This design comes from an exercise in tuning for small area, a short achievable clock period and few clock cycles per item on the open sky130 flow, not from production work.
Function was checked by simulation only, so behaviour that the tests miss may differ from the original.
Power and IR drop assume default switching activity.

==> flow/design.v <==
module qrc_fxp (
    input  wire        clk,
    input  wire        rst,
    input  wire        in_valid,
    output wire        in_ready,
    input  wire [2:0]  in_op,
    input  wire [7:0]  in_fb,
    input  wire [15:0] in_raw,
    input  wire [63:0] in_val,
    input  wire [31:0] in_meas,
    input  wire [4:0]  in_capdac,
    output reg         out_valid,
    input  wire        out_ready,
    output wire [1:0]  out_status,
    output wire [15:0] out_rdata,
    output wire [63:0] out_rval
);
    wire op_dec_s = (in_op == 3'd0);
    wire op_dec_u = (in_op == 3'd2);
    wire op_meas  = (in_op == 3'd4);
    wire op_dec   = op_dec_s || op_dec_u || op_meas;
    wire op_enc   = (in_op == 3'd1) || (in_op == 3'd3);
    reg [9:0] cap25;
    always @* begin
        case (in_capdac)
            5'd0:  cap25 = 10'd0;    5'd1:  cap25 = 10'd25;
            5'd2:  cap25 = 10'd50;   5'd3:  cap25 = 10'd75;
            5'd4:  cap25 = 10'd100;  5'd5:  cap25 = 10'd125;
            5'd6:  cap25 = 10'd150;  5'd7:  cap25 = 10'd175;
            5'd8:  cap25 = 10'd200;  5'd9:  cap25 = 10'd225;
            5'd10: cap25 = 10'd250;  5'd11: cap25 = 10'd275;
            5'd12: cap25 = 10'd300;  5'd13: cap25 = 10'd325;
            5'd14: cap25 = 10'd350;  5'd15: cap25 = 10'd375;
            5'd16: cap25 = 10'd400;  5'd17: cap25 = 10'd425;
            5'd18: cap25 = 10'd450;  5'd19: cap25 = 10'd475;
            5'd20: cap25 = 10'd500;  5'd21: cap25 = 10'd525;
            5'd22: cap25 = 10'd550;  5'd23: cap25 = 10'd575;
            5'd24: cap25 = 10'd600;  5'd25: cap25 = 10'd625;
            5'd26: cap25 = 10'd650;  5'd27: cap25 = 10'd675;
            5'd28: cap25 = 10'd700;  5'd29: cap25 = 10'd725;
            5'd30: cap25 = 10'd750;  default: cap25 = 10'd775;
        endcase
    end
    wire [10:0] meas_hi = {{3{in_meas[31]}}, in_meas[31:24]} + {1'b0, cap25};
    reg [26:0] dw;
    always @* begin
        dw = {meas_hi, in_meas[23:8]};
        if (op_dec_s) dw = {{11{in_raw[15]}}, in_raw};
        if (op_dec_u) dw = {11'd0, in_raw};
    end
    wire [7:0] dw_scale = op_meas ? 8'd19 : in_fb;
    wire [11:0] ev_s  = {1'b0, in_val[62:52]} + {4'd0, in_fb} + 12'd1;
    wire [6:0]  ev_k  = ev_s[6:0];
    wire        ev_ok = (in_val[62:52] != 11'd0) && (in_val[62:52] != 11'h7FF)
                      && (ev_s[11:7] == 5'b01000) && (ev_k <= 7'd67);
    wire [94:0] ev_f  = {15'd0, 1'b1, in_val[51:0], 27'd0};
    reg  [30:0] ev_win;
    always @* begin
        case (ev_k[6:4])
            3'd0:    ev_win = ev_f[94:64];
            3'd1:    ev_win = ev_f[78:48];
            3'd2:    ev_win = ev_f[62:32];
            3'd3:    ev_win = ev_f[46:16];
            3'd4:    ev_win = ev_f[30:0];
            default: ev_win = 31'd0;
        endcase
    end
    reg  v1;
    wire en2 = !out_valid || out_ready;
    wire en1 = !v1 || en2;
    assign in_ready = out_ready;
    always @(posedge clk) begin
        if (rst) begin
            v1        <= 1'b0;
            out_valid <= 1'b0;
        end else begin
            if (en1) v1 <= in_valid && out_ready;
            if (en2) out_valid <= v1;
        end
    end
    reg        s_dec, s_enc;
    reg [30:0] s_data;    
    reg [7:0]  s_aux;     
    always @(posedge clk) begin
        if (en1) begin
            s_dec  <= op_dec;
            s_enc  <= op_enc;
            s_data <= op_enc ? ev_win : {4'd0, dw};
            s_aux  <= op_enc ? {2'd0, ev_ok, in_val[63], ev_k[3:0]} : dw_scale;
        end
    end
    wire        d_sign = s_data[26];
    wire [25:0] d_mag  = d_sign ? -s_data[25:0] : s_data[25:0];
    reg [4:0] lead;
    integer i;
    always @* begin
        lead = 5'd0;
        for (i = 0; i < 26; i = i + 1)
            if (d_mag[i]) lead = i[4:0];
    end
    wire        d_nz   = |s_data[26:0];
    wire [25:0] d_norm = d_mag << (5'd25 - lead);
    wire [10:0] d_exp  = {3'b011, ~s_aux} + {6'd0, lead};
    wire [30:0] e_sh = s_data << s_aux[3:0];
    wire [15:0] e_q  = s_aux[4] ? -e_sh[30:15] : e_sh[30:15];
    reg        o_rsv, o_dec, o_enc;
    reg        o_sign;
    reg [10:0] o_exp;
    reg [8:0]  o_mhi;
    reg [15:0] o_low;     
    always @(posedge clk) begin
        if (en2) begin
            o_rsv  <= !s_dec && !s_enc;
            o_dec  <= s_dec;
            o_enc  <= s_enc && s_aux[5];
            o_sign <= s_dec && d_sign;
            o_exp  <= (s_dec && d_nz) ? d_exp : 11'd0;
            o_mhi  <= s_dec ? d_norm[24:16] : 9'd0;
            o_low  <= s_dec ? d_norm[15:0] : e_q;
        end
    end
    assign out_rval   = {o_sign, o_exp, o_mhi, o_dec ? o_low : 16'd0, 27'd0};
    assign out_rdata  = o_enc ? o_low : 16'd0;
    assign out_status = {o_rsv, 1'b0};
endmodule
Settings: LEC_CHECK=0, ABC_AREA=1, CAP_MARGIN=20, CORE_MARGIN=2, CORE_UTILIZATION=40, SETUP_SLACK_MARGIN=5, SLEW_MARGIN=20; clock period 9.0 ns.
standard.sh (not shown) runs the stock make flow with config.mk's settings and CLKGATE_MAP_FILE= SYNTH_SCRIPT=/design/flow/synth_recipe.tcl, a recipe that flattens the netlist after the stock synthesis.
==> flow/flow/run.sh <==
#!/bin/bash
# Standard layout, with plain buf_1 cells as the port buffers (ORFS picks a
# delay cell by default). Every ORFS step still writes its own log under
# orfs/logs; make's own output goes to flow_make.log.
set -euo pipefail
export BUFFER_PORTS_ARGS="-buffer_cell sky130_fd_sc_hd__buf_1"
bash standard.sh finish > flow_make.log 2>&1
Testbench counts at the start, summed over its fixed seeds: cycles 12,016, items 12,000.
Then changed:
Settings changed: TNS_END_PERCENT set to 0.
- The new run completed with no timing, DRC or antenna violations
- routed wire length went down by 2.0%
- cell area shrinks by 6.0%
- sequential power hardly moves
- maximum frequency falls by 2.3%
- setup slack degrades by 0.097 ns
- non-clock buffer count went down by 13
- die area does not change
- register-to-register slack loses 0.14 ns

-- static timing again, ports no longer ideal --
In the flow no input, the clock included, has a driving cell. The finished layouts below were timed again as built, in two steps. Step 1 (the two cells are an assumption about what drives the block):
set clk [get_ports {clk}]
set_driving_cell -lib_cell sky130_fd_sc_hd__clkbuf_16 $clk
set_driving_cell -lib_cell sky130_fd_sc_hd__buf_2 [delete_from_list [all_inputs] $clk]
Step 2 moves the port delays by t, midway between the first and last clock arrival at a register: inputs arrive t later, outputs are due t later. That takes back most of the time a late clock gives input paths. Three values: no drivers, after step 1, after step 2; two values: the first two.
run	t, ns	setup slack, ns	hold WS [ns]	clock arrival spread, ns
the first run	0.402	4.891 / 4.873 / 4.471	0.465 / 0.466 / 0.466	0.014 / 0.014
the second run	0.398	4.794 / 4.794 / 4.524	0.462 / 0.462 / 0.462	0.010 / 0.010
After both steps setup and hold are still met in every run listed. The setup slack of the first run, which loses most, moves by -0.018 ns with the drivers and by -0.420 ns with both steps.
